Source: an optimization exercise on an open RTL-to-GDS flow (aim: small area and a short achievable clock period). Production flows keep margins and buffers that such runs may drop.
At most, simulation tests tie the RTL to the original design; equivalence was not proved.
Power figures rest on the tool's default switching activity, not on a simulated workload.

Design f007th_core, start of the top module:
module f007th_core (
    input  wire        clk,
    input  wire        rst,
    input  wire        rx,
    output reg         o_valid,
    output reg  [2:0]  o_err,
    output reg  [7:0]  o_dev,
    output reg  [3:0]  o_ch,
    output reg         o_batt,
    output reg  [11:0] o_tcode,
    output reg  [7:0]  o_hum
);
Size: about 4,700 flip-flops.
==> flow/config.mk <==
export PLATFORM = sky130hd
export DESIGN_NAME = f007th_core
export DESIGN_NICKNAME = f007th_core
export VERILOG_FILES = /design/flow/design.v
export SDC_FILE = /design/flow/constraint.sdc
export NUM_CORES = 4
export LEC_CHECK = 0
export ABC_AREA = 1
export CAP_MARGIN = 20
export CORE_MARGIN = 2
export CORE_UTILIZATION = 70
export PLACE_DENSITY = 0.8
export SLEW_MARGIN = 20
==> flow/constraint.sdc <==
create_clock -name core_clock -period 12.0 [get_ports {clk}]
set_input_delay 2.4000 -clock core_clock [delete_from_list [all_inputs] [get_ports {clk}]]
set_output_delay 2.4000 -clock core_clock [all_outputs]
set_load 0.01 [all_outputs]
standard.sh (not shown) runs the stock make flow with config.mk's settings and CLKGATE_MAP_FILE= SYNTH_SCRIPT=/design/flow/synth_recipe.tcl, a recipe that flattens the netlist after the stock synthesis.
==> flow/flow/run.sh <==
#!/bin/bash
set -uo pipefail
bash standard.sh SETUP_SLACK_MARGIN=8.45 "CTS_ARGS=-sink_clustering_enable -repair_clock_nets -sink_clustering_size 25 -sink_clustering_max_diameter 50 -buf_list sky130_fd_sc_hd__clkbuf_16 -dont_use_dummy_load" finish > standard_flow.log 2>&1
The first run completed without violations.
Rerun with:
==> flow/flow/run.sh (replaced) <==
#!/bin/bash
set -uo pipefail
bash standard.sh SETUP_SLACK_MARGIN=8.6 "CTS_ARGS=-sink_clustering_enable -repair_clock_nets -sink_clustering_size 25 -sink_clustering_max_diameter 50 -buf_list sky130_fd_sc_hd__clkbuf_16 -dont_use_dummy_load" finish > standard_flow.log 2>&1
--- a/flow/config.mk
+++ b/flow/config.mk
@@ -8 +8 @@
-export ABC_AREA = 1
+export ABC_CLOCK_PERIOD_IN_PS = 2500
@@ -11,0 +12,3 @@
+export CTS_BUF_LIST = sky130_fd_sc_hd__clkbuf_16
+export CTS_CLUSTER_DIAMETER = 50
+export CTS_CLUSTER_SIZE = 25
The new run produced a clean layout.
Cell area is higher by 0.42%.
Global-route usage went down by 0.56 points.
Total power barely changes.
Rerun with:
==> flow/flow/run.sh (replaced) <==
#!/bin/bash
set -uo pipefail
bash standard.sh SETUP_SLACK_MARGIN=8.6 finish > standard_flow.log 2>&1
--- a/flow/config.mk
+++ b/flow/config.mk
@@ -13,2 +13,2 @@
-export CTS_CLUSTER_DIAMETER = 50
-export CTS_CLUSTER_SIZE = 25
+export CTS_CLUSTER_DIAMETER = 45
+export CTS_CLUSTER_SIZE = 32
What happened: The new run went through all stages and came out clean; clock-buffer cell count went up by 2; routed wire length rises by 2.5%; sequential share of layout area goes down by 1.8 points; sequential cell count does not change; worst setup slack got worse by 0.064 ns; sequential power barely changes; via count increases by 2.3%; first-iteration DRC count goes up by 6.9%; die area does not change; global-route usage is higher by 0.52 points.

---

Setup of P:
f007th_core, a different RTL version from the one above (not shown whole).
Size in the first run: ~4700 flip-flops, ~40 I/O pins.
==> flow/config.mk <==
export PLATFORM = sky130hd
export DESIGN_NAME = f007th_core
export DESIGN_NICKNAME = f007th_core
export VERILOG_FILES = /design/flow/design.v
export SDC_FILE = /design/flow/constraint.sdc
export NUM_CORES = 4
export LEC_CHECK = 0
export ABC_CLOCK_PERIOD_IN_PS = 2500
export CAP_MARGIN = 20
export CORE_MARGIN = 2
export CORE_UTILIZATION = 65
export CTS_BUF_LIST = sky130_fd_sc_hd__clkbuf_8
export CTS_CLUSTER_DIAMETER = 45
export CTS_CLUSTER_SIZE = 20
export PLACE_DENSITY = 0.75
export SLEW_MARGIN = 20
==> flow/constraint.sdc <==
create_clock -name core_clock -period 12.0 [get_ports {clk}]
set_input_delay 2.4000 -clock core_clock [delete_from_list [all_inputs] [get_ports {clk}]]
set_output_delay 2.4000 -clock core_clock [all_outputs]
set_load 0.01 [all_outputs]
==> flow/flow/run.sh <==
#!/bin/bash
set -uo pipefail
bash standard.sh SETUP_SLACK_MARGIN=8.8 finish > standard_flow.log 2>&1
## Diff of input files: Q against P
--- a/flow/config.mk
+++ b/flow/config.mk
@@ -9,8 +9,8 @@
 export CAP_MARGIN = 20
 export CORE_MARGIN = 2
-export CORE_UTILIZATION = 65
-export CTS_BUF_LIST = sky130_fd_sc_hd__clkbuf_8
+export CORE_UTILIZATION = 75
+export CTS_BUF_LIST = sky130_fd_sc_hd__clkbuf_8 sky130_fd_sc_hd__clkbuf_16
 export CTS_CLUSTER_DIAMETER = 45
 export CTS_CLUSTER_SIZE = 20
-export PLACE_DENSITY = 0.75
+export PLACE_DENSITY = 0.85
 export SLEW_MARGIN = 20
Findings:
The remaining runs in P and Q completed every stage, whereas Q halted early. Comparing initial core utilization for P and Q, the bigger number came from Q. Instance count after placement with tap cells included delta for Q relative to P: 3.7% lower. Re count of input and output buffers: no difference whatsoever between Q and P. Re number of buffers created by CTS: P and Q aren't equal, and the higher value belongs to P.
The inputs of R differ from those of Q as listed below.
--- a/flow/config.mk
+++ b/flow/config.mk
@@ -9,8 +9,8 @@
 export CAP_MARGIN = 20
 export CORE_MARGIN = 2
-export CORE_UTILIZATION = 75
-export CTS_BUF_LIST = sky130_fd_sc_hd__clkbuf_8 sky130_fd_sc_hd__clkbuf_16
-export CTS_CLUSTER_DIAMETER = 45
-export CTS_CLUSTER_SIZE = 20
-export PLACE_DENSITY = 0.85
+export CORE_UTILIZATION = 65
+export CTS_BUF_LIST = sky130_fd_sc_hd__clkbuf_16
+export CTS_CLUSTER_DIAMETER = 50
+export CTS_CLUSTER_SIZE = 25
+export PLACE_DENSITY = 0.75
 export SLEW_MARGIN = 20
Notes after the runs:
R finished every stage and its layout cleared the timing, design-rule and antenna checks. [compare] base=Q new=R: half-perimeter wire length after placement saw a decrease; number of levels in the clock H-tree saw a decrease; y dimension of the die saw an increase. In the reports for R and Q, the larger largest buffer count on any clock path belongs to Q. [compare] base=Q new=R: standard cell area after detailed placement went up 0.34%, last weighted congestion value of the routability-driven placer has increased, synthesized cell count held steady, cell count after placement shows an increase of 3.9%. For the initial standard-cell utilization of the core, R came in 10 points lower than Q did. Of R and Q, the run reporting the higher number of placement rows was R. Re number of cells upsized or downsized after cts: R is 39% down on Q.
[inputs] S vs R
==> flow/run.sh (new file) <==
#!/bin/bash
# synth_recipe.tcl (not shown) runs the flow's synth.tcl, then flattens the netlist and writes it again
# the make line also repeats each setting of config.mk as NAME=value (left out here)
make -C /OpenROAD-flow-scripts/flow DESIGN_CONFIG=/design/flow/config.mk WORK_HOME=/design/flow/orfs CLKGATE_MAP_FILE= SYNTH_SCRIPT=/design/flow/synth_recipe.tcl finish
--- a/flow/config.mk
+++ b/flow/config.mk
@@ -10,7 +10,7 @@
 export CORE_MARGIN = 2
 export CORE_UTILIZATION = 65
-export CTS_BUF_LIST = sky130_fd_sc_hd__clkbuf_16
-export CTS_CLUSTER_DIAMETER = 50
-export CTS_CLUSTER_SIZE = 25
+export CTS_BUF_LIST = sky130_fd_sc_hd__clkbuf_8
+export CTS_CLUSTER_DIAMETER = 45
+export CTS_CLUSTER_SIZE = 20
 export PLACE_DENSITY = 0.75
 export SLEW_MARGIN = 20
removed: flow/flow/run.sh
removed: flow/standard.sh
==> run summary <==
Deepest clock path buffer count sits higher in S than in R. Compared with R, in S maximum vdd drop shows a reduction of 16%; count of instances resized after the clock tree is built decreased by 192 relative to the old numbers; height of the die comparable; fraction of area in multi-input gates has decreased; total global routing track utilization went down by 3.0 points. S gives less non-clock buffer count than R did.
Function was not checked in any run of this note: the RTL went through the layout flow alone.

[what the ideal ports hide]
In the flow no input, the clock included, has a driving cell. The finished layouts below were timed again as built, in two steps.
Step 1 assumes that a clkbuf_16 drives the clock port and a buf_2 every other input.
Step 2 moves the port delays by t, midway between the first and last clock arrival at a register: inputs arrive t later, outputs are due t later. That takes back most of the time a late clock gives input paths.
Three values: ideal ports, drivers, drivers and shift; two values: the first two.
| run | t, ns | slack for setup (ns) | latest minus earliest clock arrival (ns) |
|---|---|---|---|
| the first run of note 1 | 0.868 | 8.275 / 8.198 / 7.798 | 0.157 / 0.156 |
| the second run of note 1 | 0.857 | 8.377 / 8.307 / 8.119 | 0.108 / 0.108 |
| the third run of note 1 | 0.908 | 8.313 / 8.239 / 7.889 | 0.075 / 0.076 |
| P | 1.032 | 8.107 / 8.039 / 7.898 | 0.110 / 0.109 |
| R | 0.917 | 8.247 / 8.166 / 7.982 | 0.054 / 0.053 |
| S | 1.049 | 7.606 / 7.534 / 7.439 | 0.076 / 0.076 |
After both steps every run listed still meets setup and hold. For the first run of note 1, which loses most, drivers alone change the setup slack by -0.077 ns; drivers and shift together by -0.477 ns.
